What follows belongs to an exercise in optimizing a design on an open flow for a short achievable clock period; a production flow would make more cautious choices. Where RTL was checked, it was by simulation tests only, not by an equivalence proof against the original. The flow treats the clock pin as an ideal source, which a real chip does not have. Power and IR drop assume default switching activity.

==> inputs of v15 <==
// nb_engine
module nb_engine (
    input  wire         clk,
    input  wire         rst,
    input  wire         cmd_valid,
    output wire         cmd_ready,
    input  wire [127:0] cmd_desc,
    output wire         busy,
    input  wire         src_valid,
    output wire         src_ready,
    input  wire [31:0]  src_data,
    output wire         dst_valid,
    output wire [31:0]  dst_data,
    input  wire [15:0]  cfg_wait_bound,
    input  wire         cfg_rfin_clk_low,
    output wire         bus_clk,
    output wire         bus_nrd,
    output wire         bus_start,
    output wire         bus_doe,
    output wire [7:0]   bus_dout,
    input  wire [7:0]   bus_din,
    input  wire         bus_nwait,
    output wire         irq_inhibit,
    input  wire [15:0]  owm_in,
    output wire         owm_we,
    output wire [15:0]  owm_wdata,
    output wire [1:0]   status_code,
    output wire [1:0]   status_where,
    output wire [31:0]  status_index,
    output wire [39:0]  status_addr
);
clock: 4.5 ns
lec_check: 0
cap_margin: 20
core_margin: 2
core_utilization: 55
setup_slack_margin: 2.5
slew_margin: 20
synth_hierarchical: 1
synth_minimum_keep_size: 0
standard.sh (not shown) runs the stock make flow with config.mk's settings and CLKGATE_MAP_FILE= SYNTH_SCRIPT=/design/flow/synth_recipe.tcl, a recipe that flattens the netlist after the stock synthesis.
==> flow/flow/run.sh <==
#!/bin/bash
# Own layout flow: the standard ORFS flow (standard.sh), with
#  - the port buffers inserted as regular buffers (buf_4) instead of the
#    default pick (a delay cell),
#  - the delay cells and the slow OR/NOR-type cells with 3 or 4 series PMOS transistors added to
#    the platform's don't-use list, so that synthesis maps wide ORs to
#    NAND/NOR2 trees. ORFS re-derives DONT_USE_CELLS in each sub-make, so the
#    full list (platform's + ours) goes in through MAKEFLAGS.
set -euo pipefail
export BUFFER_PORTS_ARGS="-buffer_cell sky130_fd_sc_hd__buf_4"
slow=""
for c in or3 or3b or4 or4b or4bb nor3 nor3b nor4 nor4b nor4bb o31a o31ai o32a o32ai o41a o41ai o311a a2111o; do
  for d in 1 2 4; do
    slow="$slow sky130_fd_sc_hd__${c}_${d}"
  done
done
slow="$slow sky130_fd_sc_hd__o311ai_0 sky130_fd_sc_hd__o311ai_1 sky130_fd_sc_hd__o311ai_2 sky130_fd_sc_hd__o311ai_4"
slow="$slow sky130_fd_sc_hd__a2111oi_0 sky130_fd_sc_hd__a2111oi_1 sky130_fd_sc_hd__a2111oi_2 sky130_fd_sc_hd__a2111oi_4"
# delay cells: repair picks them as wire and port buffers, which only slows
# paths here (hold slack is large without them)
for c in clkdlybuf4s15_1 clkdlybuf4s15_2 clkdlybuf4s18_1 clkdlybuf4s18_2 clkdlybuf4s25_1 clkdlybuf4s25_2 clkdlybuf4s50_1 clkdlybuf4s50_2 dlygate4sd1_1 dlygate4sd2_1 dlygate4sd3_1 dlymetal6s2s_1 dlymetal6s4s_1 dlymetal6s6s_1; do
  slow="$slow sky130_fd_sc_hd__$c"
done
printf 'include %s/platforms/sky130hd/config.mk\nall:\n\t@echo "$(DONT_USE_CELLS)"\n' "$FLOW_HOME" > platform_dont_use.mk
platform=$(env -u DONT_USE_CELLS -u MAKEFLAGS make -s -f platform_dont_use.mk PLATFORM_DIR="$FLOW_HOME/platforms/sky130hd")
all=$(echo $platform $slow)
export MAKEFLAGS="DONT_USE_CELLS=${all// /\\ }"
echo "MAKEFLAGS=$MAKEFLAGS" > run_env.log
# after CTS, drive the leaf buffers from four root buffers (flow/root4_cts.tcl)
export POST_CTS_TCL="$PWD/flow/root4_cts.tcl"
bash standard.sh > standard.log 2>&1
Other scripts of this flow, unchanged in this note and not shown: flow/flow/root4_cts.tcl
==> inputs of v11, as changes to v15 <==
==> flow/flow/run.sh (replaced) <==
#!/bin/bash
# Own layout flow: the standard ORFS flow (standard.sh), with
#  - the port buffers inserted as regular buffers (buf_4) instead of the
#    default pick (a delay cell),
#  - the slow OR/NOR-type cells with 3 or 4 series PMOS transistors added to
#    the platform's don't-use list, so that synthesis maps wide ORs to
#    NAND/NOR2 trees. ORFS re-derives DONT_USE_CELLS in each sub-make, so the
#    full list (platform's + ours) goes in through MAKEFLAGS.
set -euo pipefail
export BUFFER_PORTS_ARGS="-buffer_cell sky130_fd_sc_hd__buf_4"
slow=""
for c in or3 or3b or4 or4b or4bb nor3 nor3b nor4 nor4b nor4bb o31a o31ai o32a o32ai o41a o41ai o311a a2111o; do
  for d in 1 2 4; do
    slow="$slow sky130_fd_sc_hd__${c}_${d}"
  done
done
slow="$slow sky130_fd_sc_hd__o311ai_0 sky130_fd_sc_hd__o311ai_1 sky130_fd_sc_hd__o311ai_2 sky130_fd_sc_hd__o311ai_4"
slow="$slow sky130_fd_sc_hd__a2111oi_0 sky130_fd_sc_hd__a2111oi_1 sky130_fd_sc_hd__a2111oi_2 sky130_fd_sc_hd__a2111oi_4"
printf 'include %s/platforms/sky130hd/config.mk\nall:\n\t@echo "$(DONT_USE_CELLS)"\n' "$FLOW_HOME" > platform_dont_use.mk
platform=$(env -u DONT_USE_CELLS -u MAKEFLAGS make -s -f platform_dont_use.mk PLATFORM_DIR="$FLOW_HOME/platforms/sky130hd")
all=$(echo $platform $slow)
export MAKEFLAGS="DONT_USE_CELLS=${all// /\\ }"
echo "MAKEFLAGS=$MAKEFLAGS" > run_env.log
# after CTS, drive the leaf buffers from four root buffers (flow/root4_cts.tcl)
export POST_CTS_TCL="$PWD/flow/root4_cts.tcl"
bash standard.sh > standard.log 2>&1
Settings changed: CORE_UTILIZATION 55 to 40.
==> inputs of v38, as changes to v15 <==
--- a/flow/design.v
+++ b/flow/design.v
@@ -71,27 +71,17 @@
     reg [39:0] st_addr;
     wire [7:0]  d_opc  = cmd_desc[127:120];
     wire [23:0] d_rsv  = cmd_desc[119:96];
     wire [31:0] d_n    = cmd_desc[95:64];
     wire [39:0] d_addr = cmd_desc[39:0];
-    wire        d_peek, accept, acc_end, acc_addr;
-    wire [3:0]  contract_g;
-    nb_engine_dec u_dec (
-        .opc(d_opc), .rsv(d_rsv), .n(d_n), .valid(cmd_valid), .idle(s_idle),
-        .peek(d_peek), .accept(accept), .contract(),
-        .acc_end(acc_end), .acc_addr(acc_addr)
-    );
-    genvar g;
-    generate
-        for (g = 0; g < 4; g = g + 1) begin : g_dec
-            nb_engine_dec u_dec_st (
-                .opc(d_opc), .rsv(d_rsv), .n(d_n), .valid(cmd_valid), .idle(s_idle),
-                .peek(), .accept(), .contract(contract_g[g]),
-                .acc_end(), .acc_addr()
-            );
-        end
-    endgenerate
+    wire        d_opc_hi0 = (d_opc[7:2] == 6'd0);
+    wire        d_poke = d_opc_hi0 & ~d_opc[1] &  d_opc[0];
+    wire        d_peek = d_opc_hi0 &  d_opc[1] & ~d_opc[0];
+    wire        d_ok   = (d_rsv == 24'd0) & d_opc_hi0 & (d_opc[1] ^ d_opc[0]);
+    wire        d_n0   = (d_n == 32'd0);
+    wire accept   = s_idle & cmd_valid & d_ok;
+    wire contract = s_idle & cmd_valid & ~d_ok;
     wire in_wait  = s_a_wait | s_w_wait | s_f_wait;
     wire tmo_ev   = tmo & ~bus_nwait;           
     wire wdone    = s_w_wait & bus_nwait;
     wire rdone    = s_r_smp & k[3];
     wire to_rfin  = (s_a_cx2 & op_peek & ~more0) | (rdone & ~(more1 & ~ca0));
@@ -99,23 +89,15 @@
     wire [7:0] a_byte = ({8{k[0]}} & a[7:0])   | ({8{k[1]}} & a[15:8]) |
                         ({8{k[2]}} & a[23:16]) | ({8{k[3]}} & a[31:24]) |
                         ({8{k[4]}} & a[39:32]);
     wire [7:0] w_byte = ({8{k[0]}} & ws[7:0])   | ({8{k[1]}} & ws[15:8]) |
                         ({8{k[2]}} & ws[23:16]) | ({8{k[3]}} & ws[31:24]);
-    wire        st_ld = tmo_ev & ~rst;
-    wire [75:0] st_q  = {st_where, st_code, st_index, st_addr};
-    wire [75:0] st_lv = {s_f_wait, s_w_wait, 2'd1, i, a};
-    wire [75:0] st_cv = {2'd3, 2'd2, 72'd0};
-    reg  [75:0] st_nx;
-    integer b;
-    always @(*) begin
-        for (b = 0; b < 76; b = b + 1)
-            st_nx[b] = (st_ld & st_lv[b]) |
-                       (contract_g[b / 19] & ~rst & st_cv[b]) |
-                       (~(rst | contract_g[b / 19] | s_end | tmo_ev) & st_q[b]);
-    end
+    wire st_ld   = tmo_ev & ~rst;
+    wire st_hold = ~(rst | contract | s_end | tmo_ev);
     wire [3:0]  w_smp = {4{s_r_smp}} & k[3:0];
+    wire [31:0] w_sel = {{8{w_smp[3]}}, {8{w_smp[2]}}, {8{w_smp[1]}}, {8{w_smp[0]}}};
+    wire [31:0] w_nx  = (w_sel & {4{bus_din}}) | (~w_sel & w);
     reg [7:0]  a0_inc;
     reg [15:0] a1_inc, a2_inc, i0_inc, i1_inc, l0_dec, l1_dec, r_dec;
     integer j;
     always @(*) begin
         for (j = 0; j < 8; j = j + 1)
@@ -131,15 +113,13 @@
         end
     end
     wire        ld_c   = sel_ld;
     wire        inc_c  = sel_inc;
     wire        hold_c = sel_hold;
-    wire [39:0] a_inc_c = {(ca0 & ca1) ? a2_inc : a[39:24], ca0 ? a1_inc : a[23:8], a0_inc};
-    wire [31:0] i_inc_c = {ci0 ? i1_inc : i[31:16], i0_inc};
-    wire [31:0] l_dec_c = {zl0 ? l1_dec : left[31:16], l0_dec};
-    reg  [39:0] a_inc;
-    reg  [31:0] i_inc, l_dec;
+    wire [39:0] a_inc = {(ca0 & ca1) ? a2_inc : a[39:24], ca0 ? a1_inc : a[23:8], a0_inc};
+    wire [31:0] i_inc = {ci0 ? i1_inc : i[31:16], i0_inc};
+    wire [31:0] l_dec = {zl0 ? l1_dec : left[31:16], l0_dec};
     wire nx_idle_nr = (~busy_r & ~accept) | s_end | tmo_ev;
     wire nx_idle    = rst | nx_idle_nr;
     wire owm_m = s_a_ce3 | s_w_ce3;
     wire owm_s = s_a_cx1 | s_w_cx1;
     assign cmd_ready    = rdy_r;
@@ -171,38 +151,35 @@
         ca1   <= (a[23:8] == 16'hFFFF);
         ci0   <= (i[15:0] == 16'hFFFF);
         zl0   <= (left[15:0] == 16'd0);
         more0 <= (left != 32'd0);
         more1 <= (left[31:1] != 31'd0);
-        if (ld_c)
-            op_peek <= d_peek;
+        op_peek <= (ld_c & d_peek) | (~ld_c & op_peek);
         a       <= ({40{ld_c}} & d_addr) | ({40{inc_c}} & a_inc) | ({40{hold_c}} & a);
         i       <= ({32{inc_c}} & i_inc) | ({32{hold_c}} & i);
         left    <= ({32{ld_c}} & d_n) | ({32{inc_c}} & l_dec) | ({32{hold_c}} & left);
-        if (w_smp[0]) w[7:0]   <= bus_din;
-        if (w_smp[1]) w[15:8]  <= bus_din;
-        if (w_smp[2]) w[23:16] <= bus_din;
-        if (w_smp[3]) w[31:24] <= bus_din;
-        a_inc <= a_inc_c;
-        i_inc <= i_inc_c;
-        l_dec <= l_dec_c;
-        if (s_w_nrd)
-            ws <= src_data;
+        w  <= w_nx;
+        ws <= ({32{s_w_nrd}} & src_data) | ({32{~s_w_nrd}} & ws);
         sel_ld   <= nx_idle;
         sel_inc  <= ~rst & (wdone | (s_r_hi & k[3]));
         sel_hold <= ~rst & ~nx_idle_nr & ~(wdone | (s_r_hi & k[3]));
         if (s_a_ce3 | s_w_ce3 | s_r_nrd)
             k <= 5'b00001;
         else if ((s_a_lo & ~k[4]) | (s_w_lo & ~k[3]) | (s_r_smp & ~k[3]))
             k <= {k[3:0], 1'b0};
-        if (s_a_ce2 | s_w_ce2)
-            owm_saved <= owm_in;
+        owm_saved <= ({16{s_a_ce2 | s_w_ce2}} & owm_in) |
+                     ({16{~(s_a_ce2 | s_w_ce2)}} & owm_saved);
         owm_wdata_r <= ({16{owm_m}} & M_BUS) | ({16{owm_s}} & owm_saved) |
                        ({16{~(owm_m | owm_s)}} & owm_wdata_r);
     end
     always @(posedge clk) begin
-        {st_where, st_code, st_index, st_addr} <= st_nx;
+        st_index <= ({32{st_ld}} & i) | ({32{st_hold}} & st_index);
+        st_addr  <= ({40{st_ld}} & a) | ({40{st_hold}} & st_addr);
+        st_code  <= ({2{st_ld}} & 2'd1) | ({2{contract & ~rst}} & 2'd2) |
+                    ({2{st_hold}} & st_code);
+        st_where <= ({2{st_ld}} & {s_f_wait, s_w_wait}) |
+                    ({2{contract & ~rst}} & 2'd3) | ({2{st_hold}} & st_where);
     end
     always @(posedge clk) begin
         if (rst) begin
             s_idle <= 1'b1; s_end <= 1'b0;
             s_a_nrd <= 1'b0; s_a_start <= 1'b0; s_a_dir <= 1'b0; s_a_wait <= 1'b0;
@@ -224,14 +201,14 @@
             irq_r       <= 1'b0;
             owm_we_r    <= 1'b0;
             dst_valid_r <= 1'b0;
         end else begin
             s_idle    <= (s_idle & ~accept) | s_end | tmo_ev;
-            s_end     <= acc_end |
+            s_end     <= (accept & d_poke & d_n0) |
                          (wdone & ~more1) |
                          (s_f_wait & bus_nwait & ~more0);
-            s_a_nrd   <= acc_addr |
+            s_a_nrd   <= (accept & ~(d_poke & d_n0)) |
                          (wdone & more1 & ca0) |
                          (s_f_wait & bus_nwait & more0);
             s_a_start <= s_a_nrd;
             s_a_dir   <= s_a_start;
             s_a_wait  <= s_a_dir | (s_a_wait & ~bus_nwait & ~tmo);
@@ -304,27 +281,5 @@
     end
     always @(posedge clk)
         srdy_r <= ~rst & ((s_a_cx2 & ~op_peek) | (wdone & more1 & ~ca0) |
                           (s_w_nrd & ~src_valid));
 endmodule
-module nb_engine_dec (
-    input  wire [7:0]  opc,
-    input  wire [23:0] rsv,
-    input  wire [31:0] n,
-    input  wire        valid,
-    input  wire        idle,
-    output wire        peek,
-    output wire        accept,
-    output wire        contract,
-    output wire        acc_end,     
-    output wire        acc_addr     
-);
-    wire opc_hi0 = (opc[7:2] == 6'd0);
-    wire poke    = opc_hi0 & ~opc[1] &  opc[0];
-    wire ok      = (rsv == 24'd0) & opc_hi0 & (opc[1] ^ opc[0]);
-    wire n0      = (n == 32'd0);
-    assign peek     = opc_hi0 & opc[1] & ~opc[0];
-    assign accept   = idle & valid & ok;
-    assign contract = idle & valid & ~ok;
-    assign acc_end  = accept & poke & n0;
-    assign acc_addr = accept & ~(poke & n0);
-endmodule
==> flow/flow/run.sh (replaced) <==
#!/bin/bash
# Own layout flow: the standard ORFS flow (standard.sh), with
#  - the port buffers inserted as regular buffers (buf_4) instead of the
#    default pick (a delay cell),
#  - the slow OR/NOR-type cells with 3 or 4 series PMOS transistors added to
#    the platform's don't-use list, so that synthesis maps wide ORs to
#    NAND/NOR2 trees. ORFS re-derives DONT_USE_CELLS in each sub-make, so the
#    full list (platform's + ours) goes in through MAKEFLAGS.
set -euo pipefail
export BUFFER_PORTS_ARGS="-buffer_cell sky130_fd_sc_hd__buf_4"
slow=""
for c in or3 or3b or4 or4b or4bb nor3 nor3b nor4 nor4b nor4bb o31a o31ai o32a o32ai o41a o41ai o311a a2111o; do
  for d in 1 2 4; do
    slow="$slow sky130_fd_sc_hd__${c}_${d}"
  done
done
slow="$slow sky130_fd_sc_hd__o311ai_0 sky130_fd_sc_hd__o311ai_1 sky130_fd_sc_hd__o311ai_2 sky130_fd_sc_hd__o311ai_4"
slow="$slow sky130_fd_sc_hd__a2111oi_0 sky130_fd_sc_hd__a2111oi_1 sky130_fd_sc_hd__a2111oi_2 sky130_fd_sc_hd__a2111oi_4"
printf 'include %s/platforms/sky130hd/config.mk\nall:\n\t@echo "$(DONT_USE_CELLS)"\n' "$FLOW_HOME" > platform_dont_use.mk
platform=$(env -u DONT_USE_CELLS -u MAKEFLAGS make -s -f platform_dont_use.mk PLATFORM_DIR="$FLOW_HOME/platforms/sky130hd")
all=$(echo $platform $slow)
export MAKEFLAGS="DONT_USE_CELLS=${all// /\\ }"
echo "MAKEFLAGS=$MAKEFLAGS" > run_env.log
# after CTS, drive the leaf buffers from four root buffers (flow/root4_cts.tcl)
export POST_CTS_TCL="$PWD/flow/root4_cts.tcl"
bash standard.sh > standard.log 2>&1
Settings changed: ABC_CLOCK_PERIOD_IN_PS from default to 1500, CORE_UTILIZATION 55 to 40, SYNTH_HIERARCHICAL 1 to default, SYNTH_MINIMUM_KEEP_SIZE 0 to default.
==> results.txt <==
Placed design
The HPWL reported at the end of detailed placement is 27,600 um. The routability congestion estimate from global placement is between 0.7 and 0.8.

Worst hold path
The worst hold path begins at s_r_dir.

Global routing
For this run, the total global-route usage over all layers was measured as 0.212.

Route
The first TritonRoute pass finished after 6 iterations.

Clocking
The clock reaches the later pin of the worst-skew pair after 0.37 ns.

Critical path
In this run the critical register-to-register path is launched from a[8].

Finish
The final antenna diode count is 0.

Outcome
The run finished with no timing, DRC or antenna violations.

Yosys
The number of warning messages in the yosys log is 1.

Power
For this design the ratio of total power to cell area is 369 nW/um2.
[end of results for v38]
==> results.txt <==
Outcome
The flow ran to the end and the layout has no timing, DRC or antenna violations.

Global routing
The global routing met1 resource utilization is 0.270. For this run, the total global-route usage over all layers was measured as 0.207.

Placed design
Detailed placement ended at an HPWL of 33,500 um. The routability congestion estimate from global placement is around 0.79. The pre-CTS worst setup slack is slightly below 2 ns.

Route
The final layout contains routed wiring with a total length of 47,600 um. The pre-antenna-repair detailed-routing pass consisted of 8 iterations.

Finish
The number of antenna diodes in the final layout is 1. The total non-filler cell area in the finished layout is 21,700 um2. The most frequent standard cell in the layout excluding fill and tap cells is sky130_fd_sc_hd__dfxtp_1. The area used by sequential logic in the layout is 10,200 um2.

STA
The maximum clock frequency is 506 MHz. The slew at the pin closest to its max-slew limit is roughly 1.1 ns.

Yosys
For this run, the number of Yosys warnings is 7. The per-instance average area after synthesis is 11.3 um2.

Clocking
Clock latency on the worst-skew pair, taken at its later pin, is 0.39 ns.

Critical path
The launch instance of the worst register-to-register path is s_w_wait.

Worst hold path
In this run the most critical hold path is launched from left[0].

Floorplan
For this configuration, the core starts out at a cell density of 0.407.

Power
The total power density per cell area is 398 nW/um2.
[end of results for v11]
==> results.txt <==
STA
The post-route fraction of the period consumed by the critical path is 0.430. On the final layout, the worst hold slack is slightly above 0.4 ns.

Power
For the combinational group, total power comes out at between 0.3 and 0.4 mW. In this run the power density over the cells is 392 nW/um2.

Placed design
The pre-CTS worst setup slack is 1.74 ns. Detailed placement finished with a half-perimeter wire length of ~30,000 um. At the end of routability-driven placement, the weighted congestion stood at 0.824. Buffers placed on the I/O ports in this run total 323.

Yosys
In the synthesized netlist, the number of instances is 1,522. For this run, the number of Yosys warnings is 7.

Clocking
The number of clock sinks is roughly 470.

Outcome
The flow ran to the end and the layout has no timing, DRC or antenna violations.

Global routing
The overall routing resource usage is 0.266.

Worst hold path
The critical hold path startpoint is i_inc[28].

Floorplan
The floorplan step defined a die boundary enclosing 32,700 um2. 348 I/O pins were placed.

Finish
The final antenna diode count is 6. The proportion of cell area occupied by multi-input gates is 0.291.

Critical path
In this run the critical register-to-register path is launched from s_w_wait. At the worst endpoint, the arrival time is roughly 2.2 ns.

Route
The number of detailed-routing iterations run before antenna repair is 7.
[end of results for v15]
Function not checked in v38: the RTL went through the layout flow alone.

separate check: timing with driven ports:
No port has a modelled driver above. Below, the same layouts with a new extraction and two added sets of constraints. Step 1, drivers: a clkbuf_16 drives clk and a buf_2 each remaining input, both assumed. Step 2 adds t to the input delays and takes it off the output delays; t is the mean of the earliest and latest rising clock arrival at the registers after step 1. Input paths then give back, and output paths get back, about the clock's delay inside the block. Three values: ideal ports, drivers, drivers and shift; two values: the first two.
| run | t (ns) | slack for setup (ns) | clock arrival spread, ns | worst slew at a driven data input, ns |
|---|---|---|---|---|
| v15 | 0.479 | 2.566 / 2.584 / 2.176 | 0.036 / 0.036 | 0.11 |
| v11 | 0.489 | 2.525 / 2.545 / 2.122 | 0.026 / 0.027 | 0.09 |
| v38 | 0.456 | 2.471 / 2.537 / 2.081 | 0.037 / 0.037 | 0.10 |
After both steps every run listed still meets setup and hold. The setup slack of v11, which loses most, moves by +0.020 ns with the drivers and by -0.403 ns with both steps.
